From an optimization exercise on the open Yosys and OpenROAD flow, aimed at small area, a short achievable clock period and few clock cycles; shortcuts taken in it are not production practice. The RTL was checked by simulation tests, not by an equivalence proof against the original design. Power figures rest on the tool's default switching activity, not on a simulated workload.

v6:
Design lcb_effect_player, start of the top module:
module lcb_effect_player (
    input  wire        clk,
    input  wire        rst,             
    input  wire        ev_valid,
    output wire        ev_ready,
    input  wire [1:0]  ev_op,           
    input  wire [7:0]  ev_kind,         
    input  wire [23:0] ev_on,           
    input  wire [23:0] ev_off,          
    input  wire [31:0] ev_t0,
    input  wire [31:0] ev_t1,
    input  wire [31:0] ev_hold,
    input  wire [31:0] ev_repeat,
    input  wire [31:0] ev_delay,
    output wire        resp_valid,
    output wire [7:0]  resp_status,
    output wire [2:0]  resp_phase,      
    output wire [1:0]  resp_kind,
    output wire [31:0] resp_remaining,
    output wire [31:0] resp_elapsed,
    output wire        resp_armed,
    output wire [31:0] resp_count,
    output wire        sink_valid,
    output wire [23:0] sink_color       
);
Settings: LEC_CHECK=0, CAP_MARGIN=20, CORE_MARGIN=2, CORE_UTILIZATION=40, PLACE_DENSITY=0.6, SLEW_MARGIN=20; clock period 12.0 ns.
standard.sh (not shown) runs the stock make flow with config.mk's settings and CLKGATE_MAP_FILE= SYNTH_SCRIPT=/design/flow/synth_recipe.tcl, a recipe that flattens the netlist after the stock synthesis.
==> flow/flow/run.sh <==
#!/bin/bash
# The standard layout (the standard.sh: standard synthesis, ORFS floorplan to final) with
# these changes to how it is made:
#  - timing repair aims for SETUP_SLACK_MARGIN ns of setup slack rather than 0, so the
#    resizer keeps shortening paths below the clock period;
#  - the port buffers that buffer_ports inserts on every input and output are buf_1 cells;
#  - clock tree synthesis builds the tree from clkbuf_8 cells, in clusters of up to 15 registers, and adds no dummy loads.
# The SDC, the clock period and every other setting are the standard flow's. ORFS's output goes to
# flow.log.
set -euo pipefail
bash standard.sh SETUP_SLACK_MARGIN=${MARGIN:-8.0} \
    BUFFER_PORTS_ARGS="-buffer_cell sky130_fd_sc_hd__buf_1" \
    CTS_ARGS="-sink_clustering_enable -repair_clock_nets -dont_use_dummy_load -buf_list sky130_fd_sc_hd__clkbuf_8 -sink_clustering_size 15 -sink_clustering_max_diameter 60" \
    finish > flow.log 2>&1
v6: no failed stages, no open violations at the end
Testbench counts of v6, summed over its fixed seeds: cycles 48,260.
Edits applied to the flow inputs when going from v6 to v7:
diff --git a/flow/design.v b/flow/design.v
--- a/flow/design.v
+++ b/flow/design.v
@@ -325,45 +325,37 @@
     endfunction
     wire [11:0] r0 = lane_add(a0, b0 ^ {11{inv[0]}}, inv[0]);
     wire [11:0] r1 = lane_add(a1, b1 ^ {11{inv[1]}}, ci1);
     wire [11:0] r2 = lane_add(a2, b2 ^ {11{inv[2]}}, ci2);
     wire [32:0] rw = {r2[10:0], r1[10:0], r0[10:0]};
     wire [2:0]  sg = {r2[10], r1[10], r0[10]};
     wire        wlast = (dst == D_WIDE) & (wcy == 2'd3);    
     wire [2:0]  wch   = {dch == 2'd2, dch == 2'd1, dch == 2'd0};
     wire [2:0]  nen   = {3{n_dbl}} | n_ae | n_at;           
     wire [2:0]  qsh = {3{n_dbl}} | ({3{wlast & w_dbl}} & wch);
     wire [2:0]  qin = n_ae | n_at | n_one | ({3{wlast & (w_dec | w_one)}} & wch);
     wire [2:0]  dg  = n_one | (nen & ~sg) | {3{w_one | ((w_dbl | w_dec) & ~sg[2])}};
-    reg  [2:0]  pq_sh, pq_in, pq_dg;
-    always @(posedge clk) begin
-        if (dgo) begin
-            pq_sh <= 3'b000;  pq_in <= 3'b000;  pq_dg <= 3'b000;
-        end else begin
-            pq_sh <= qsh;  pq_in <= qin;  pq_dg <= dg;
-        end
-    end
     wire [7:0]  Q0i = Q0 + 8'd1, Q1i = Q1 + 8'd1, Q2i = Q2 + 8'd1;
-    wire [7:0]  Q0a = pq_sh[0] ? {Q0[6:0], 1'b1} : Q0i,  Q0b = pq_sh[0] ? {Q0[6:0], 1'b0} : Q0;
-    wire [7:0]  Q1a = pq_sh[1] ? {Q1[6:0], 1'b1} : Q1i,  Q1b = pq_sh[1] ? {Q1[6:0], 1'b0} : Q1;
-    wire [7:0]  Q2a = pq_sh[2] ? {Q2[6:0], 1'b1} : Q2i,  Q2b = pq_sh[2] ? {Q2[6:0], 1'b0} : Q2;
+    wire [7:0]  Q0a = n_dbl | w_dbl ? {Q0[6:0], 1'b1} : Q0i,  Q0b = n_dbl | w_dbl ? {Q0[6:0], 1'b0} : Q0;
+    wire [7:0]  Q1a = n_dbl | w_dbl ? {Q1[6:0], 1'b1} : Q1i,  Q1b = n_dbl | w_dbl ? {Q1[6:0], 1'b0} : Q1;
+    wire [7:0]  Q2a = n_dbl | w_dbl ? {Q2[6:0], 1'b1} : Q2i,  Q2b = n_dbl | w_dbl ? {Q2[6:0], 1'b0} : Q2;
     always @(posedge clk) begin
         if (q_ld) begin
             {Q0, Q1, Q2} <= q_col;
         end else if (dgo) begin
             Q0 <= 8'd0;  Q1 <= 8'd0;  Q2 <= 8'd0;
         end else begin
-            if (pq_sh[0] | pq_in[0]) Q0 <= pq_dg[0] ? Q0a : Q0b;
-            if (pq_sh[1] | pq_in[1]) Q1 <= pq_dg[1] ? Q1a : Q1b;
-            if (pq_sh[2] | pq_in[2]) Q2 <= pq_dg[2] ? Q2a : Q2b;
+            if (qsh[0] | qin[0]) Q0 <= dg[0] ? Q0a : Q0b;
+            if (qsh[1] | qin[1]) Q1 <= dg[1] ? Q1a : Q1b;
+            if (qsh[2] | qin[2]) Q2 <= dg[2] ? Q2a : Q2b;
         end
     end
     wire        w_nextch = wlast & (w_dec | w_one | (~w_en & ~w_dbl & ~wchk)) & (dj == 3'd0)
                          & (dch != 2'd2);
     wire        s_clr = n_etc | (wlast & w_lastc) | w_nextch;
     always @(posedge clk) begin
         if (dgo) begin
             S <= wide_now ? 33'd0 : {22'd0, el_inc[10:0]};
             tl <= 3'b000;
         end else if (s_clr) begin
             S <= 33'd0;
             tl <= 3'b000;
### Flow results
Sort v6 and v7 by hold slack asc -> top: v7
Compared with v6, in v7 arrival time at the worst endpoint now larger, adder and majority cell fraction of the synthesized area now larger, die footprint now smaller.
v7 against v6; count of plain and timing-repair buffers in the layout is up by more than 10%.
v6 reports its worst setup path startpoint as ev_kind[0] while v7 reports phase[2].
The total power of v7 is lower than that of v6.
v6 reports its standard cell with the maximum stage delay on the critical path as sky130_fd_sc_hd__xor2_2 while v7 reports sky130_fd_sc_hd__or3b_4.
Flop-to-flop setup slack: v7 worse than v6
| count of multi-input gates | lower: v7 |
Testbench counts of v7, summed over its fixed seeds: cycles 48,260.

## what the ideal ports hide
No port has a modelled driver above. Below, the same layouts with a new extraction and two added sets of constraints. Step 1 (the two cells are an assumption about what drives the block):
set clk [get_ports {clk}]
set_driving_cell -lib_cell sky130_fd_sc_hd__clkbuf_16 $clk
set_driving_cell -lib_cell sky130_fd_sc_hd__buf_2 [delete_from_list [all_inputs] $clk]
Step 2 moves the port delays by t, midway between the first and last clock arrival at a register: inputs arrive t later, outputs are due t later. That takes back most of the time a late clock gives input paths. a / b / c = ideal ports / drivers / drivers and shift; a / b = the first two.
run | shift t [ns] | setup WS [ns] | worst setup path after step 2
v6 | 0.694 | 7.912 / 7.945 / 7.251 | input to register
v7 | 0.669 | 7.650 / 7.650 / 7.241 | input to register
After both steps setup and hold are still met in every run listed. The setup slack of v6, which loses most, moves by +0.033 ns with the drivers and by -0.661 ns with both steps.
